Background: an optimization exercise with open tools, aiming at small area, a short achievable clock period and few clock cycles. Do not read the settings as production practice. Where RTL was checked, it was by simulation tests only, not by an equivalence proof against the original.

the baseline:
## gcx_enc
module gcx_enc (
    input  wire        clk,
    input  wire        rst,         
    input  wire        in_valid,
    output wire        in_ready,
    input  wire [15:0] in_data,
    input  wire        in_key,
    input  wire        in_last,
    output wire        out_valid,
    input  wire        out_ready,
    output wire [31:0] out_data,
    output wire        out_last,
    output wire        done,
    output wire [31:0] hash,
    output wire [31:0] lcg
);
    localparam [191:0] T1_0_TBL = 192'b101101100101001110001010100111101100001000010001100001110011000010011000011011111010110101011100010110000001101111100011010000001000101001101010001010001111100011110001000100010110011101111000;
    function [11:0] t1_0;
        input [3:0] d;
        t1_0 = T1_0_TBL[d * 12 +: 12];
    endfunction
    localparam [191:0] T1_1_TBL = 192'b010111011100100001010001101011000110110100111011000101110011001111101000011001011101100011010010101101000111110110111100000111110100010001101001011011011110100101010011101111001000000000000000;
    function [11:0] t1_1;
        input [3:0] d;
        t1_1 = T1_1_TBL[d * 12 +: 12];
    endfunction
    localparam [191:0] T1_2_TBL = 192'b100001010010010011101011000110000100110001011010100011110011010110001100001000100101110011111011100110010100011000101101001011000110110110011100101000110101011011001110001101100111000000000000;
    function [11:0] t1_2;
        input [3:0] d;
  ...
Size in the first run: ~2,300 cells after synthesis, roughly 110 flip-flops, ~120 I/O pins, roughly 0.018 mm² of cells after synthesis.
clock: 36.0 ns
lec_check: 0
abc_area: 1
cap_margin: 50
core_margin: 2
core_utilization: 40
slew_margin: 60
run.sh (not shown) runs the stock make flow with config.mk's settings and CLKGATE_MAP_FILE= SYNTH_SCRIPT=/design/flow/synth_recipe.tcl, a recipe that flattens the netlist after the stock synthesis.
The baseline finished end to end and its layout was clean on timing, DRC and antenna.
What the candidate does differently from the baseline at the input level:
diff --git a/flow/design.v b/flow/design.v
--- a/flow/design.v
+++ b/flow/design.v
@@ -918,14 +918,26 @@
     wire [3:0]  Ln   = beat ? T - {2'd0, c} : T;
     wire        lastn = (fbyte & in_last) | (lastin & ~dn);
     wire        upd   = uv & (~lastin | dn);
     wire        uvn   = fkey | (uv & ~upd);
     wire        uln   = fkey ? in_last : ul;
     wire        npn   = (upd & ul) | (np & ~dn);
     wire        dnn   = (ov & out_ready & olast) | (np & ~dn);
+    wire        w_last = lastin & ~dn;
+    wire        w_uv   = uv & ~upd;
+    wire        w_np   = (upd & ul) | (np & ~dn);
+    wire        w_beat = adv & inpay & (full | (lastin & (L != 3'd0)));
+    wire [2:0]  w_L0   = w_beat ? L - {1'b0, c} : L;           
+    wire        w_room0 = (w_L0 <= 3'd3);
+    wire        w_room1 = adv & inpay & (L <= 3'd2);           
+    wire        r_none = ~((w_uv & ul) | w_np) & (dnn | (w_last ? ~w_uv : w_room0));
+    wire        r_key  = ~w_np & (dnn | (~w_last & w_room0));
+    wire        r_byte = ~((w_uv & ul) | w_np) & (dnn | (w_last ? ~w_uv : w_room1));
+    wire        r_lbyte = ~((w_uv & ul) | w_np) & (dnn | ~w_uv);
+    wire        rdyn = ~fire ? r_none : in_key ? (~in_last & r_key) : (in_last ? r_lbyte : r_byte);
     wire [31:0] hb = h;
     wire hm_0 = ~hb[0] ^ u[0] ^ 1'b1;
     wire hm_1 = (~hb[0] & u[0]) | (~hb[0] & 1'b1) | (u[0] & 1'b1);
     wire hm_2 = hb[0] ^ ~hb[5] ^ u[5];
     wire hm_3 = (hb[0] & ~hb[5]) | (hb[0] & u[5]) | (~hb[5] & u[5]);
     wire hm_4 = hb[1] ^ ~hb[6] ^ u[6];
     wire hm_5 = (hb[1] & ~hb[6]) | (hb[1] & u[6]) | (~hb[6] & u[6]);
@@ -1132,15 +1144,15 @@
             uv     <= uvn;
             seedp  <= fbyte & ~inpay & ~seedp;
             sbuf   <= beat ? qe[15:2] : qe[21:8];
             L      <= Ln[2:0];
             inpay  <= seedp | (inpay & ~conv);
             lastin <= lastn;
             np     <= npn;
-            rdy    <= ~((uvn & uln) | npn) & (dnn | (lastn ? ~uvn : (Ln <= 4'd3)));
+            rdy    <= rdyn;
             ov     <= beat | (ov & ~out_ready);
             dn     <= dnn;
             conv   <= beat & lastin & ~L[2];
         end
     end
     wire [7:0] oq2 = e2({~oc1, oc1 | oc3, ocs[3:0]});
     wire [7:0] oq1 = e1({ocs[5:2], oc1});
[summary]
- Lower die height among the baseline and the candidate: the candidate
- Between the baseline and the candidate, the routed wire length figures differ only marginally.
- Against the baseline, the candidate comes in 12 higher on largest fanout on the critical path.
- Area after synthesis of the candidate falls short of that of the baseline slightly.
- Die area: the candidate vs the baseline down about 0.75%
- | sequential share of layout area | the baseline vs the candidate | ≈ equal |
- The ratio of final minimum period to clock period reported for the candidate is greater than that of the baseline by 0.78 points.
- Side by side, number of synthesized flops with an enable pin turned out higher in the candidate than in the baseline.
- Diff the baseline -> the candidate | first-iteration DRC count | up by a few percent
- Post-synthesis mux area share: the candidate vs the baseline — no meaningful difference
- Clock skew essentially unchanged between the baseline and the candidate.
- Per the final summary, the candidate finished and its layout is clean on timing, DRC and antenna.
No functional check of the RTL was part of any run of this note.

* * *

gcx_enc, a different RTL version from the one above (not shown whole).
Size in the first run: roughly 2400 cells after synthesis, ~110 flip-flops.
export LEC_CHECK = 0
export ABC_AREA = 1
export CAP_MARGIN = 50
export CORE_MARGIN = 2
export CORE_UTILIZATION = 40
export SLEW_MARGIN = 60
create_clock -name core_clock -period 36.0 [get_ports {clk}]
==> next run, changes <==
--- a/flow/design.v
+++ b/flow/design.v
@@ -181,14 +181,13 @@
     reg  [13:0] sbuf;        
     reg  [2:0]  L;           
     reg         inpay;       
     reg         lastin;      
     reg         rdy;
     reg         ov;          
-    reg  [5:0]  ocs;         
-    reg  [1:0]  oc;          
+    reg  [31:0] odat;        
     reg         olast;
     reg         dn;
     wire fire  = in_valid & rdy;
     wire fkey  = fire & in_key;
     wire fbyte = fire & ~in_key;
     wire adv   = ~ov | out_ready;
@@ -1034,12 +1033,16 @@
     wire hm_157 = hm_135 ? hm_146 : hm_58;
     wire hm_158 = hm_135 ? hm_148 : hm_60;
     wire hm_159 = hm_135 ? hm_150 : hm_62;
     wire hm_160 = hm_135 ? hm_151 : 1'b0;
     wire [31:0] hn = {hm_159, hm_158, hm_157, hm_156, hm_155, hm_154, hm_153, hm_152, hm_134, hm_133, hm_132, hm_131, hm_130, hm_129, hm_128, hm_127, hm_109, hm_108, hm_107, hm_106, hm_105, hm_104, hm_103, hm_102, hm_68, hm_66, hm_64, hm_36, hm_32, hm_28, hm_24, hm_0};
     wire [5:0] cs = qv[21:16] ^ {k1, k2, k3};
+    wire [7:0] q0 = e0(cs[5:4]);
+    wire [7:0] q1 = e1({cs[5:2], c == 2'd1});
+    wire [7:0] q2 = e2({c, cs[3:0]});
+    wire [7:0] q3 = e3({c == 2'd3, cs[1:0]});
     always @(posedge clk) begin
         if (fkey) begin
             u  <= in_data;
             uf <= hfirst;
         end
         ul <= uln;
@@ -1054,14 +1057,13 @@
         end else if (beat) begin
             Y  <= (c == 2'd3) ? y3 : (c == 2'd2) ? y2 : y1;
             zw <= (c == 2'd3) ? w3 : (c == 2'd2) ? w2 : w1;
             qY <= (c == 2'd3) ? n3 : (c == 2'd2) ? n2 : n1;
         end
         if (adv) begin
-            ocs   <= cs;
-            oc    <= c;
+            odat  <= {q3, q2, q1, q0};
             olast <= lastin & ~L[2];
         end
         if (rst) begin
             hfirst <= 1'b1;
             sbuf   <= 14'd0;
             L      <= 3'd0;
@@ -1086,14 +1088,13 @@
             rdy    <= ~((uvn & uln) | npn) & (dnn | (lastn ? ~uvn : (Ln <= 4'd3)));
             ov     <= beat | (ov & ~out_ready);
             dn     <= dnn;
             conv   <= beat & lastin & ~L[2];
         end
     end
-    assign out_data  = {e3({oc == 2'd3, ocs[1:0]}), e2({oc, ocs[3:0]}),
-                        e1({ocs[5:2], oc == 2'd1}), e0(ocs[5:4])};
+    assign out_data  = odat;
     assign out_valid = ov;
     assign out_last  = olast;
     assign in_ready  = rdy;
     assign done      = dn;
     assign hash      = h;
     assign lcg       = {h[31:18] & {14{np}}, Y[11:0], zw};
The changed run produced a clean layout. Wire length rose by a few percent. Setup slack gets better by 0.15 ns. Synthesized cell count shrinks slightly. First-iteration DRC count came out higher by a quarter to a third. Via count came out higher slightly. Flip-flop and latch count went up by 14. Sequential share of layout area rose by 1.6 points. Non-clock buffer count decreases by 1.
Function was not checked in any run of this note: the RTL went through the layout flow alone.

* * *

== P ==
Another version of the RTL of gcx_enc (not shown whole).
Size: about 18000 um2 of cells after synthesis.
Design gcx_enc, start of the top module:
module gcx_enc (
    input  wire        clk,
    input  wire        rst,         
    input  wire        in_valid,
    output wire        in_ready,
    input  wire [15:0] in_data,
    input  wire        in_key,
    input  wire        in_last,
    output wire        out_valid,
    input  wire        out_ready,
    output wire [31:0] out_data,
    output wire        out_last,
    output wire        done,
    output wire [31:0] hash,
    output wire [31:0] lcg
);
Settings: LEC_CHECK=0, ABC_AREA=1, CAP_MARGIN=50, CORE_MARGIN=2, CORE_UTILIZATION=40, SLEW_MARGIN=60; clock period 36.0 ns.
Testbench counts of P, summed over its fixed seeds: cycles 13,046.
Changes in Q relative to P:
--- a/flow/design.v
+++ b/flow/design.v
@@ -181,14 +181,13 @@
     reg  [13:0] sbuf;        
     reg  [2:0]  L;           
     reg         inpay;       
     reg         lastin;      
     reg         rdy;
     reg         ov;          
-    reg  [5:0]  ocs;         
-    reg  [1:0]  oc;          
+    reg  [31:0] odat;        
     reg         olast;
     reg         dn;
     wire fire  = in_valid & rdy;
     wire fkey  = fire & in_key;
     wire fbyte = fire & ~in_key;
     wire adv   = ~ov | out_ready;
@@ -905,13 +904,13 @@
     wire cx_97 = cx_70 ? cx_87 : cx_75;
     wire cx_98 = cx_70 ? cx_89 : cx_77;
     wire cx_99 = cx_70 ? cx_91 : cx_79;
     wire cx_100 = cx_70 ? cx_93 : cx_81;
     wire cx_101 = cx_70 ? cx_94 : cx_82;
     wire [17:0] sc = {cx_100, cx_99, cx_98, cx_97, cx_96, cx_95, cx_69, cx_68, cx_67, cx_66, cx_65, cx_64, cx_38, cx_36, cx_34, cx_32, cx_30, cx_0};
-    wire [21:0] qv = {sbuf, 8'd0} | ({in_data[7:0] & {8{~L[2]}}, 14'd0} >> {L[1:0], 1'b0});
+    wire [21:0] qv = {sbuf, 8'd0} | ({in_data[7:0], 14'd0} >> {L[1:0], 1'b0});
     wire [21:0] qe = fbyte ? qv : {sbuf, 8'd0};
     wire [3:0]  T  = {1'b0, L} + (fbyte ? 4'd4 : 4'd0);
     wire        full = L[2] | (L[1] & L[0]);
     wire [1:0]  c    = (lastin & ~full) ? L[1:0] : 2'd3;
     wire        beat = adv & inpay & (full | fbyte | (lastin & (L != 3'd0)));
     wire [3:0]  Ln   = beat ? T - {2'd0, c} : T;
@@ -1081,13 +1080,17 @@
     wire hm_156 = hm_135 ? hm_144 : hm_56;
     wire hm_157 = hm_135 ? hm_146 : hm_58;
     wire hm_158 = hm_135 ? hm_148 : hm_60;
     wire hm_159 = hm_135 ? hm_150 : hm_62;
     wire hm_160 = hm_135 ? hm_151 : 1'b0;
     wire [31:0] hn = {hm_159, hm_158, hm_157, hm_156, hm_155, hm_154, hm_153, hm_152, hm_134, hm_133, hm_132, hm_131, hm_130, hm_129, hm_128, hm_127, hm_109, hm_108, hm_107, hm_106, hm_105, hm_104, hm_103, hm_102, hm_68, hm_66, hm_64, hm_36, hm_32, hm_28, hm_24, hm_0};
-    wire [5:0] cs = qv[21:16] ^ {k1, k2, k3};
+    wire [5:0] cs = qe[21:16] ^ {k1, k2, k3};
+    wire [7:0] q0 = e0(cs[5:4]);
+    wire [7:0] q1 = e1({cs[5:2], c == 2'd1});
+    wire [7:0] q2 = e2({c, cs[3:0]});
+    wire [7:0] q3 = e3({c == 2'd3, cs[1:0]});
     always @(posedge clk) begin
         if (fkey) begin
             u  <= in_data;
             uf <= hfirst;
         end
         ul <= uln;
@@ -1102,14 +1105,13 @@
         end else if (beat) begin
             Y  <= (c == 2'd3) ? y3 : (c == 2'd2) ? y2 : y1;
             zw <= (c == 2'd3) ? w3 : (c == 2'd2) ? w2 : w1;
             qY <= (c == 2'd3) ? n3 : (c == 2'd2) ? n2 : n1;
         end
         if (adv) begin
-            ocs   <= cs;
-            oc    <= c;
+            odat  <= {q3, q2, q1, q0};
             olast <= lastin & ~L[2];
         end
         if (rst) begin
             hfirst <= 1'b1;
             sbuf   <= 14'd0;
             L      <= 3'd0;
@@ -1134,14 +1136,13 @@
             rdy    <= ~((uvn & uln) | npn) & (dnn | (lastn ? ~uvn : (Ln <= 4'd3)));
             ov     <= beat | (ov & ~out_ready);
             dn     <= dnn;
             conv   <= beat & lastin & ~L[2];
         end
     end
-    assign out_data  = {e3({oc == 2'd3, ocs[1:0]}), e2({oc, ocs[3:0]}),
-                        e1({ocs[5:2], oc == 2'd1}), e0(ocs[5:4])};
+    assign out_data  = odat;
     assign out_valid = ov;
     assign out_last  = olast;
     assign in_ready  = rdy;
     assign done      = dn;
     assign hash      = h;
     assign lcg       = {h[31:18] & {14{np}}, Y[11:0], zw};
[summary]
Re fmax: Q and P aren't equal, and the lower value belongs to P. Looking at final area across Q and P, the one that comes out higher is Q. | wire length | lower: P |. Count of inverters not on the clock network in the layout: Q vs P up 2.4%. In Q, the core utilization of the finished layout came out 0.37 points above the value in P. On Q: adder-cell area share of the yosys netlist is 0.80 points lower than what P gave.
Only the layout flow was run in Q; the RTL was not checked for function there.

[static timing again, ports no longer ideal]
No port has a modelled driver above. Below, the same layouts with a new extraction and two added sets of constraints. Step 1 (the two cells are an assumption about what drives the block):
set clk [get_ports {clk}]
set_driving_cell -lib_cell sky130_fd_sc_hd__clkbuf_16 $clk
set_driving_cell -lib_cell sky130_fd_sc_hd__buf_2 [delete_from_list [all_inputs] $clk]
Step 2 also shifts input and output timing later by t, the mid clock arrival at the registers, as if the neighbouring blocks saw the same clock. a / b / c = ideal / step 1 / step 2; a / b = the first two.
run	t (ns)	setup slack, ns	worst setup path after step 2	slew at the worst register clock pin (ns)	pins driven straight from the clock port
the baseline	0.487	26.797 / 26.746 / 26.370	input to register	0.06 / 0.06	1
the candidate	0.485	26.515 / 26.530 / 26.045	input to register	0.06 / 0.06	1
the first run of note 2	0.416	26.614 / 26.563 / 26.354	input to register	0.08 / 0.08	1
the second run of note 2	0.474	26.762 / 26.787 / 26.313	input to register	0.08 / 0.08	1
P	0.414	26.616 / 26.568 / 26.328	input to register	0.08 / 0.08	1
Q	0.491	26.798 / 26.826 / 26.334	input to register	0.06 / 0.06	1
After both steps setup and hold are still met in every run listed. The setup slack of the candidate, which loses most, moves by +0.015 ns with the drivers and by -0.470 ns with both steps.
